What follows belongs to an exercise in optimizing a design on an open flow for small area, a short achievable clock period and few clock cycles per item; a production flow would make more cautious choices.
RTL that was checked went through simulation tests only; none was proved equivalent to the original.
No activity file was given, so power comes from the tool's default toggle rates.

## eo_pktcipher
module eo_pktcipher (
    input  wire       clk,
    input  wire       rst,
    input  wire       start,
    input  wire       dec,
    input  wire [7:0] key,
    input  wire [6:0] len,
    output wire       ready,
    input  wire       in_valid,
    input  wire [7:0] in_byte,
    output wire       in_ready,
    output reg        out_valid,
    output reg  [7:0] out_byte
);
Settings: LEC_CHECK=0, CAP_MARGIN=20, CORE_MARGIN=2, CORE_UTILIZATION=60, PLACE_DENSITY=0.72, SLEW_MARGIN=20; clock period 15.0 ns.
standard.sh (not shown) runs the stock make flow with config.mk's settings and CLKGATE_MAP_FILE= SYNTH_SCRIPT=/design/flow/synth_recipe.tcl, a recipe that flattens the netlist after the stock synthesis.
==> flow/flow/run.sh <==
#!/bin/bash
# Layout flow: the standard ORFS flow (standard synthesis included), with
#  - the port buffers inserted at placement made buf_4 cells instead of the
#    default pick, and
#  - clock tree synthesis without dummy load cells, and with sink clusters
#    of up to 30 registers within 80 um.
# Each tool's output goes to the ORFS logs under orfs/logs/; make's own output
# is kept in flow_make.log.
set -euo pipefail
export BUFFER_PORTS_ARGS="-buffer_cell sky130_fd_sc_hd__buf_4"
export CTS_ARGS="-sink_clustering_enable -repair_clock_nets -dont_use_dummy_load -sink_clustering_size 30 -sink_clustering_max_diameter 80"
bash standard.sh > flow_make.log 2>&1
Testbench counts at the start, summed over its fixed seeds: cycles 45,969, bytes 34,425.
==> next run, changes <==
--- a/flow/design.v
+++ b/flow/design.v
@@ -243,44 +243,42 @@
     reg [6:0]  o_end;
     reg [5:0]  o_bm1;
     reg [6:0]  fp;               
     wire [6:0] b_eff   = acc_q ? wptr  : ld_base;
     wire [6:0] n_eff   = acc_q ? len_q : ld_n;
     wire       dec_eff = acc_q ? dec_q : ld_dec;
     wire [6:0] t_eff   = acc_q ? 7'd0  : (ld_cnt + {6'd0, xv_q});    
     wire [6:0] rem     = n_eff - t_eff;                              
     wire       rem_gt1 = (rem > 7'd1);
     wire       rem_gt0 = (rem != 7'd0);
-    reg  [6:0] rbq, rwq;
-    wire [6:0] rb      = acc_q ? rwq : rbq;
+    reg  [6:0] rb;
+    wire [6:0] wfp     = wptr - fp;
     wire [6:0] s_cur   = rb + t_eff;
-    wire [6:0] s_nxt   = rb + t_eff + 7'd1;
     wire [6:0] s_end   = rb + n_eff - 7'd1;
     wire       ok_cur  = dec_eff ? (t_eff == 7'd0 ? !rb[6] : !s_end[6]) : !s_cur[6];
-    wire       ok_nxt  = dec_eff ? !s_end[6] : !s_nxt[6];
-    wire       ok_new  = !rwq[6];
+    wire       ok_nxt  = dec_eff ? !s_end[6] : !s_cur[6] && (s_cur[5:0] != 6'h3f);
+    wire       ok_new  = !wfp[6];
     wire       ld_done = ld_v && (ld_cnt == ld_n);
     wire       pop     = pd_v && (o_rem == 7'd0);
     wire       ld_mv   = ld_done && (!pd_v || pop);
     wire       ld_v_d  = acc_q || (ld_v && !ld_mv);
     wire       pd_v_d  = ld_mv || (pd_v && !pop);
     wire       room    = !(ld_v_d && pd_v_d) && !rst_q;
     wire       acc_now  = start && ready_r;
     wire       xfer_now = in_valid && in_ready_r;
     always @(posedge clk) begin
         key_q  <= key;
         len_q  <= len;
         dec_q  <= dec;
         byte_q <= in_byte;
         rst_q  <= rst;
-        rbq    <= b_eff - fp;
-        rwq    <= wptr - fp;
+        rb     <= acc_now ? wfp : b_eff - fp;
         if (rst) begin
             ready_r    <= 1'b1;
             in_ready_r <= 1'b0;
             acc_q      <= 1'b0;
             xv_q       <= 1'b0;
         end else begin
             acc_q <= acc_now;
             xv_q  <= xfer_now;
             if (acc_now)
                 in_ready_r <= ok_new && !rst_q;
@@ -435,33 +433,36 @@
         s3_xu   <= xu;
         s3_xd   <= xd;
         s3_swp  <= s2_swp;
         s3_flip <= s2_flip;
         if (rst_q)
             s3_v <= 1'b0;
         else
             s3_v <= s2_v;
     end
     reg        s4_v, s4_flip;
-    reg [5:0]  s4_rd, s4_rdn;    
+    reg [5:0]  s4_rd;            
     wire [5:0] rd3 = s3_swp ? (s3_xu + s3_xd - s3_p) : s3_p;
     always @(posedge clk) begin
         s4_rd   <= rd3;
-        s4_rdn  <= ~rd3;
         s4_flip <= s3_flip;
         if (rst_q)
             s4_v <= 1'b0;
         else
             s4_v <= s3_v;
     end
-    wire [7:0] rd_lo = mem[s4_rd];
-    wire [7:0] rd_hi = mem[~s4_rdn];
+    reg  [7:0] rd;
+    integer    ri;
+    always @* begin
+        rd = 8'd0;
+        for (ri = 0; ri < 64; ri = ri + 1)
+            rd = rd | (mem[ri] & {8{s4_rd == ri[5:0]}});
+    end
     reg  [7:0] s5_byte;
     reg        s5_v;
     always @(posedge clk) begin
-        s5_byte[3:0] <= rd_lo[3:0];
-        s5_byte[7:4] <= rd_hi[7:4] ^ {s4_flip, 3'd0};
+        s5_byte      <= rd ^ {s4_flip, 7'd0};
         s5_v         <= s4_v && !rst && !rst_q;
         out_byte     <= s5_byte;
         out_valid    <= s5_v && !rst;
     end
 endmodule
Die area came out lower by 3.9%.
Worst hold slack degrades by 0.0054 ns.
Worst setup slack is about the same.
Area after synthesis is lower by 4.0%.
Final area is lower by 2.1%.
Sequential power shrinks by about 5%.
Total power went down by 9.1%.
Combinational power drops by 18%.
Via count rose by 12%.
Utilization is higher by 1.3 points.
Register-to-register slack gains 0.13 ns.
Sequential share of layout area came out higher by 0.49 points.
Final cell count came out higher by 6.5%.
Testbench counts after the change, summed over its fixed seeds: cycles 45,969, bytes 34,425.

v6:
eo_pktcipher, a different RTL version from the one above (not shown whole).
Size: roughly 3000 cells after synthesis, about 39 I/O pins, roughly 0.040 mm² of cells after synthesis.
Settings: LEC_CHECK=0, CAP_MARGIN=20, CORE_MARGIN=2, CORE_UTILIZATION=40, PLACE_DENSITY=0.6, SLEW_MARGIN=20; clock period 15.0 ns.
==> flow/flow/run.sh <==
#!/bin/bash
# Layout flow: the standard ORFS flow (standard synthesis included), with
# the port buffers inserted at placement made buf_4 cells instead of the
# default pick. Each tool's output goes to the ORFS logs under orfs/logs/;
# make's own output is kept in flow_make.log.
set -euo pipefail
export BUFFER_PORTS_ARGS="-buffer_cell sky130_fd_sc_hd__buf_4"
bash standard.sh > flow_make.log 2>&1
## Diff of input files: v7 against v6
--- a/flow/design.v
+++ b/flow/design.v
@@ -359,55 +359,48 @@
             pd_v <= pd_v_d;
             if (ld_mv) begin
                 pd_base <= ld_base;
                 pd_n    <= ld_n;
                 pd_dec  <= ld_dec;
                 pd_byp  <= ld_byp;
             end
         end
     end
-    reg        s1_v, s1_swp;
+    reg        s1_v;
     reg [5:0]  s1_p;
     wire       o_hi   = o_inter && o_tog;
     wire       o_idle = (o_rem == 7'd0);
-    wire [6:0] p0 = o_idle ? pd_base : o_hi ? {1'b0, o_phi} : o_plo;
-    wire       f0 = (o_idle ? !pd_byp : o_swap) && flg[p0[5:0]];
+    wire       flo = o_swap && flg[o_plo[5:0]];
     always @(posedge clk) begin
         if (rst_q)
             fp <= 7'd0;
         else if (!o_idle) begin
             if (o_rem == 7'd1)
                 fp <= o_end;
-            else if (!o_hi && !f0)
+            else if (!o_hi && !flo)
                 fp <= o_plo;
-        end else if (pop) begin
-            if (pd_n == 7'd1)
-                fp <= pd_base + 7'd1;
-            else if (!f0)
-                fp <= pd_base;
-        end
+        end else if (pop && pd_n == 7'd1)
+            fp <= pd_base + 7'd1;
         if (rst_q) begin
             o_rem <= 7'd0;
             s1_v  <= 1'b0;
         end else if (!o_idle) begin
             s1_v    <= 1'b1;
-            s1_p    <= p0[5:0];
-            s1_swp  <= f0;
+            s1_p    <= o_hi ? o_phi : o_plo[5:0];
             if (o_hi)
                 o_phi <= o_phi - 6'd1;
             else
                 o_plo <= o_plo + 7'd1;
             o_tog <= o_tog ^ o_inter;
             o_rem <= o_rem - 7'd1;
         end else if (pop) begin
             s1_v    <= 1'b1;
-            s1_p    <= p0[5:0];
-            s1_swp  <= f0;
+            s1_p    <= pd_base[5:0];
             o_rem   <= pd_n - 7'd1;
             o_plo   <= pd_base + 7'd1;
             o_phi   <= pd_base[5:0] + pd_n[5:0] - 6'd1;
             o_inter <= (pd_dec == pd_byp);
             o_tog   <= (pd_dec == pd_byp);
             o_swap  <= !pd_byp;
             o_end   <= pd_base + pd_n;
             o_bm1   <= pd_base[5:0] - 6'd1;
         end else begin
@@ -417,19 +410,19 @@
     wire [5:0] p1     = s1_p;
     wire [7:0] su     = search1(1'b1, ~flg, p1, o_end[5:0]);
     wire [7:0] sd     = search1(1'b0, ~flg, p1, o_bm1);
     reg        s2_v, s2_swp, s2_flip;
     reg [5:0]  s2_p;
     reg [7:0]  s2_su, s2_sd;
     reg [2:0]  s2_mu, s2_md;
     always @(posedge clk) begin
         s2_p    <= p1;
-        s2_swp  <= s1_swp;
+        s2_swp  <= o_swap && flg[p1];
         s2_flip <= o_swap;
         s2_su   <= su;
         s2_sd   <= sd;
         s2_mu   <= o_end[2:0];
         s2_md   <= o_bm1[2:0];
         if (rst_q)
             s2_v <= 1'b0;
         else
             s2_v <= s1_v;
[summary]
The portion of netlist area occupied by mux cells in v7 was higher than what v6 gave. Comparing v7 with v6, the sequential cell count came out essentially unchanged. Tap cell count was lower in v6 than in v7. The maximum frequency reported for v7 is greater than that of v6 by 7.7%. On clock skew, the higher figure sits with v6, not v7. Re power share of the combinational group: v7 is 0.7 points down on v6. A highest routing layer actually used of met5 is what v6 shows, while met4 belongs to v7. Share of synthesized cell area in full adder, half adder and majority cells delta (v7 -> v6): insignificant. v7 reports a lower total power after layout than v6 does. Run comparison: v6 beginning of the critical path o_rem[0]$_SDFFE_PP0N_; v7 beginning of the critical path s2_su[1]$_DFF_P_. NOTE: die area in v7 exceeds that of v6. Compared with v6, v7 shows a lower worst-case headroom to the max-slew limit. Synthesized cell count: v7 vs v6 down about 3%.
Testbench counts of v7, summed over its fixed seeds: cycles 45,961, bytes 34,425.
Function not checked in v6: the RTL went through the layout flow alone.

eo_pktcipher, a different RTL version from the one above (not shown whole).
Size in the first run: ~3,100 cells after synthesis.
// eo_pktcipher
module eo_pktcipher (
    input  wire       clk,
    input  wire       rst,
    input  wire       start,
    input  wire       dec,
    input  wire [7:0] key,
    input  wire [6:0] len,
    output wire       ready,
    input  wire       in_valid,
    input  wire [7:0] in_byte,
    output wire       in_ready,
    output reg        out_valid,
    output reg  [7:0] out_byte
);
==> flow/config.mk <==
export PLATFORM = sky130hd
export DESIGN_NAME = eo_pktcipher
export DESIGN_NICKNAME = eo_pktcipher
export VERILOG_FILES = /design/flow/design.v
export SDC_FILE = /design/flow/constraint.sdc
export NUM_CORES = 4
export LEC_CHECK = 0
export CAP_MARGIN = 20
export CORE_MARGIN = 2
export CORE_UTILIZATION = 60
export PLACE_DENSITY = 0.72
export SLEW_MARGIN = 20
==> flow/constraint.sdc <==
create_clock -name core_clock -period 15.0 [get_ports {clk}]
set_input_delay 3.0000 -clock core_clock [delete_from_list [all_inputs] [get_ports {clk}]]
set_output_delay 3.0000 -clock core_clock [all_outputs]
set_load 0.01 [all_outputs]
==> flow/flow/run.sh <==
#!/bin/bash
# Layout flow: the standard ORFS flow (standard synthesis included), with
#  - the port buffers inserted at placement made buf_4 cells instead of the
#    default pick, and
#  - clock tree synthesis without dummy load cells, and with sink clusters
#    of up to 30 registers within 80 um.
# Each tool's output goes to the ORFS logs under orfs/logs/; make's own output
# is kept in flow_make.log.
set -euo pipefail
export BUFFER_PORTS_ARGS="-buffer_cell sky130_fd_sc_hd__buf_4"
export CTS_ARGS="-sink_clustering_enable -repair_clock_nets -dont_use_dummy_load -sink_clustering_size 30 -sink_clustering_max_diameter 80"
bash standard.sh > flow_make.log 2>&1
Testbench counts at the start, summed over its fixed seeds: cycles 45,615, bytes 34,425.
Rerun with:
--- a/flow/design.v
+++ b/flow/design.v
@@ -212,22 +212,24 @@
             t0 = up ? ffs8(near) : fls8(near);
             t1 = up ? ffs8(fwd)  : fls8(fwd);
             t2 = up ? ffs8(bwd)  : fls8(bwd);
             gs = t1[3] ? t1[2:0] : t2[3] ? t2[2:0] : gp;
             search1 = {t0, gs, (m[5:3] == gs)};
         end
     endfunction
     reg [7:0]  mem [0:63];
     reg [63:0] flg;
     reg       rst_q;
     reg       ready_r, in_ready_r;
+    reg       ready_n, in_ready_n;   
+    reg       ready_d, in_ready_d;
     reg       acc_q, xv_q;
     reg [7:0] key_q, byte_q;
     reg [6:0] len_q;
     reg       dec_q;
     assign ready    = ready_r;
     assign in_ready = in_ready_r;
     reg        ld_v;             
     reg [6:0]  ld_base, ld_n, ld_cnt;
     reg        ld_dec, ld_byp, ld_b0ff;
     reg [6:0]  wptr;             
     reg [6:0]  p_inv;
@@ -235,67 +237,75 @@
     reg [7:0]  p_lim;
     reg        p_knz;
     reg        pd_v;
     reg [6:0]  pd_base, pd_n;
     reg        pd_dec, pd_byp;
     reg [6:0]  o_rem, o_plo;
     reg [5:0]  o_phi;
     reg        o_tog, o_inter, o_swap;
     reg [6:0]  o_end;
     reg [5:0]  o_bm1;
     reg [6:0]  fp;               
-    wire [6:0] fp_d;
     wire [6:0] b_eff   = acc_q ? wptr  : ld_base;
     wire [6:0] n_eff   = acc_q ? len_q : ld_n;
     wire       dec_eff = acc_q ? dec_q : ld_dec;
     wire [6:0] t_eff   = acc_q ? 7'd0  : (ld_cnt + {6'd0, xv_q});    
     wire [6:0] rem     = n_eff - t_eff;                              
     wire       rem_gt1 = (rem > 7'd1);
     wire       rem_gt0 = (rem != 7'd0);
     reg  [6:0] rb;
     wire [6:0] wfp     = wptr - fp;
     wire [6:0] s_cur   = rb + t_eff;
     wire [6:0] s_end   = rb + n_eff - 7'd1;
     wire       ok_cur  = dec_eff ? (t_eff == 7'd0 ? !rb[6] : !s_end[6]) : !s_cur[6];
     wire       ok_nxt  = dec_eff ? !s_end[6] : !s_cur[6] && (s_cur[5:0] != 6'h3f);
     wire       ok_new  = !wfp[6];
     wire       ld_done = ld_v && (ld_cnt == ld_n);
     wire       pop     = pd_v && (o_rem == 7'd0);
     wire       ld_mv   = ld_done && (!pd_v || pop);
     wire       ld_v_d  = acc_q || (ld_v && !ld_mv);
     wire       pd_v_d  = ld_mv || (pd_v && !pop);
     wire       room    = !(ld_v_d && pd_v_d) && !rst_q;
-    wire       acc_now  = start && ready_r;
-    wire       xfer_now = in_valid && in_ready_r;
+    wire       acc_now  = start && !ready_n;
+    wire       xfer_now = in_valid && !in_ready_n;
     always @(posedge clk) begin
         key_q  <= key;
         len_q  <= len;
         dec_q  <= dec;
         byte_q <= in_byte;
         rst_q  <= rst;
-        rb     <= (acc_now ? wptr : b_eff) - fp_d;
+        rb     <= acc_now ? wfp : b_eff - fp;
+        ready_r    <= ready_d;
+        ready_n    <= !ready_d;
+        in_ready_r <= in_ready_d;
+        in_ready_n <= !in_ready_d;
         if (rst) begin
-            ready_r    <= 1'b1;
-            in_ready_r <= 1'b0;
             acc_q      <= 1'b0;
             xv_q       <= 1'b0;
         end else begin
             acc_q <= acc_now;
             xv_q  <= xfer_now;
+        end
+    end
+    always @* begin
+        if (rst) begin
+            ready_d    = 1'b1;
+            in_ready_d = 1'b0;
+        end else begin
             if (acc_now)
-                in_ready_r <= ok_new && !rst_q;
+                in_ready_d = ok_new && !rst_q;
             else if (xfer_now)
-                in_ready_r <= rem_gt1 && ok_nxt;
+                in_ready_d = rem_gt1 && ok_nxt;
             else
-                in_ready_r <= rem_gt0 && ok_cur && !rst_q;
-            ready_r <= !acc_now && room && !rem_gt1 && !(rem_gt0 && !xfer_now);
+                in_ready_d = rem_gt0 && ok_cur && !rst_q;
+            ready_d = !acc_now && room && !rem_gt1 && !(rem_gt0 && !xfer_now);
         end
     end
     wire [5:0] whalf  = ld_cnt[6:1];
     wire [5:0] woff   = !ld_dec ? ld_cnt[5:0] :
                         ld_cnt[0] ? ld_n[5:0] - 6'd1 - whalf : whalf;
     wire [5:0] wslot  = ld_base[5:0] + woff;
     wire [7:0] bx     = byte_q ^ {ld_dec, 7'd0};
     wire [7:0] prod   = bx * {p_inv, 1'b1};
     wire [7:0] kodd = key_q[0] ? key_q :
                       key_q[1] ? {1'd0, key_q[7:1]} :
                       key_q[2] ? {2'd0, key_q[7:2]} :
@@ -356,28 +366,32 @@
                 pd_n    <= ld_n;
                 pd_dec  <= ld_dec;
                 pd_byp  <= ld_byp;
             end
         end
     end
     reg        s1_v;
     reg [5:0]  s1_p;
     wire       o_hi   = o_inter && o_tog;
     wire       o_idle = (o_rem == 7'd0);
     wire       flo = o_swap && flg[o_plo[5:0]];
-    assign fp_d = rst_q                   ? 7'd0 :
-                  !o_idle && o_rem == 7'd1 ? o_end :
-                  !o_idle && !o_hi && !flo ? o_plo :
-                  o_idle && pop && pd_n == 7'd1 ? pd_base + 7'd1 : fp;
     always @(posedge clk) begin
-        fp <= fp_d;
+        if (rst_q)
+            fp <= 7'd0;
+        else if (!o_idle) begin
+            if (o_rem == 7'd1)
+                fp <= o_end;
+            else if (!o_hi && !flo)
+                fp <= o_plo;
+        end else if (pop && pd_n == 7'd1)
+            fp <= pd_base + 7'd1;
         if (rst_q) begin
             o_rem <= 7'd0;
             s1_v  <= 1'b0;
         end else if (!o_idle) begin
             s1_v    <= 1'b1;
             s1_p    <= o_hi ? o_phi : o_plo[5:0];
             if (o_hi)
                 o_phi <= o_phi - 6'd1;
             else
                 o_plo <= o_plo + 7'd1;
             o_tog <= o_tog ^ o_inter;
Synthesized area barely changes.
Hold slack improved by 0.021 ns.
Setup slack gets better by 0.60 ns.
Synthesized cell count drops by 0.42%.
Cell area falls by 0.47%.
Non-clock buffer count fell by 27.
First-iteration DRC count came out higher by 21%.
Core utilization drops by 0.30 points.
Global-route usage drops by 1.7 points.
Count of clock-buffer cells in the layout stays the same.
Testbench counts after the change, summed over its fixed seeds: cycles 45,969, bytes 34,425.

==> afterwards: timing with drivers on the ports <==
Ports are ideal in the flow. The routed layouts listed here were re-timed in OpenROAD.
Step 1: set_driving_cell puts a clkbuf_16 on clk and a buf_2 on each other input, an assumption about the parent block.
Step 2 also shifts input and output timing later by t, the mid clock arrival at the registers, as if the neighbouring blocks saw the same clock.
Three values: ideal ports, drivers, drivers and shift; two values: the first two.
run	t, ns	slack for setup (ns)	worst setup path at the end	clock arrival spread, ns	worst slew at a driven data input, ns
the first run of note 1	0.649	10.897 / 10.829 / 10.716	input to register	0.072 / 0.072	0.11
the second run of note 1	0.644	10.900 / 10.833 / 10.386	input to register	0.120 / 0.121	0.04
v6	0.729	10.354 / 10.354 / 10.354	register to register	0.050 / 0.050	0.04
v7	0.725	10.686 / 10.686 / 10.686	register to register	0.046 / 0.046	0.08
the first run of note 3	0.668	10.307 / 10.349 / 9.681	input to register	0.087 / 0.087	0.06
the second run of note 3	0.651	10.905 / 10.837 / 10.648	input to register	0.105 / 0.105	0.06
After both steps setup and hold are still met in every run listed. The setup slack of the first run of note 3, which loses most, moves by +0.042 ns with the drivers and by -0.626 ns with both steps.
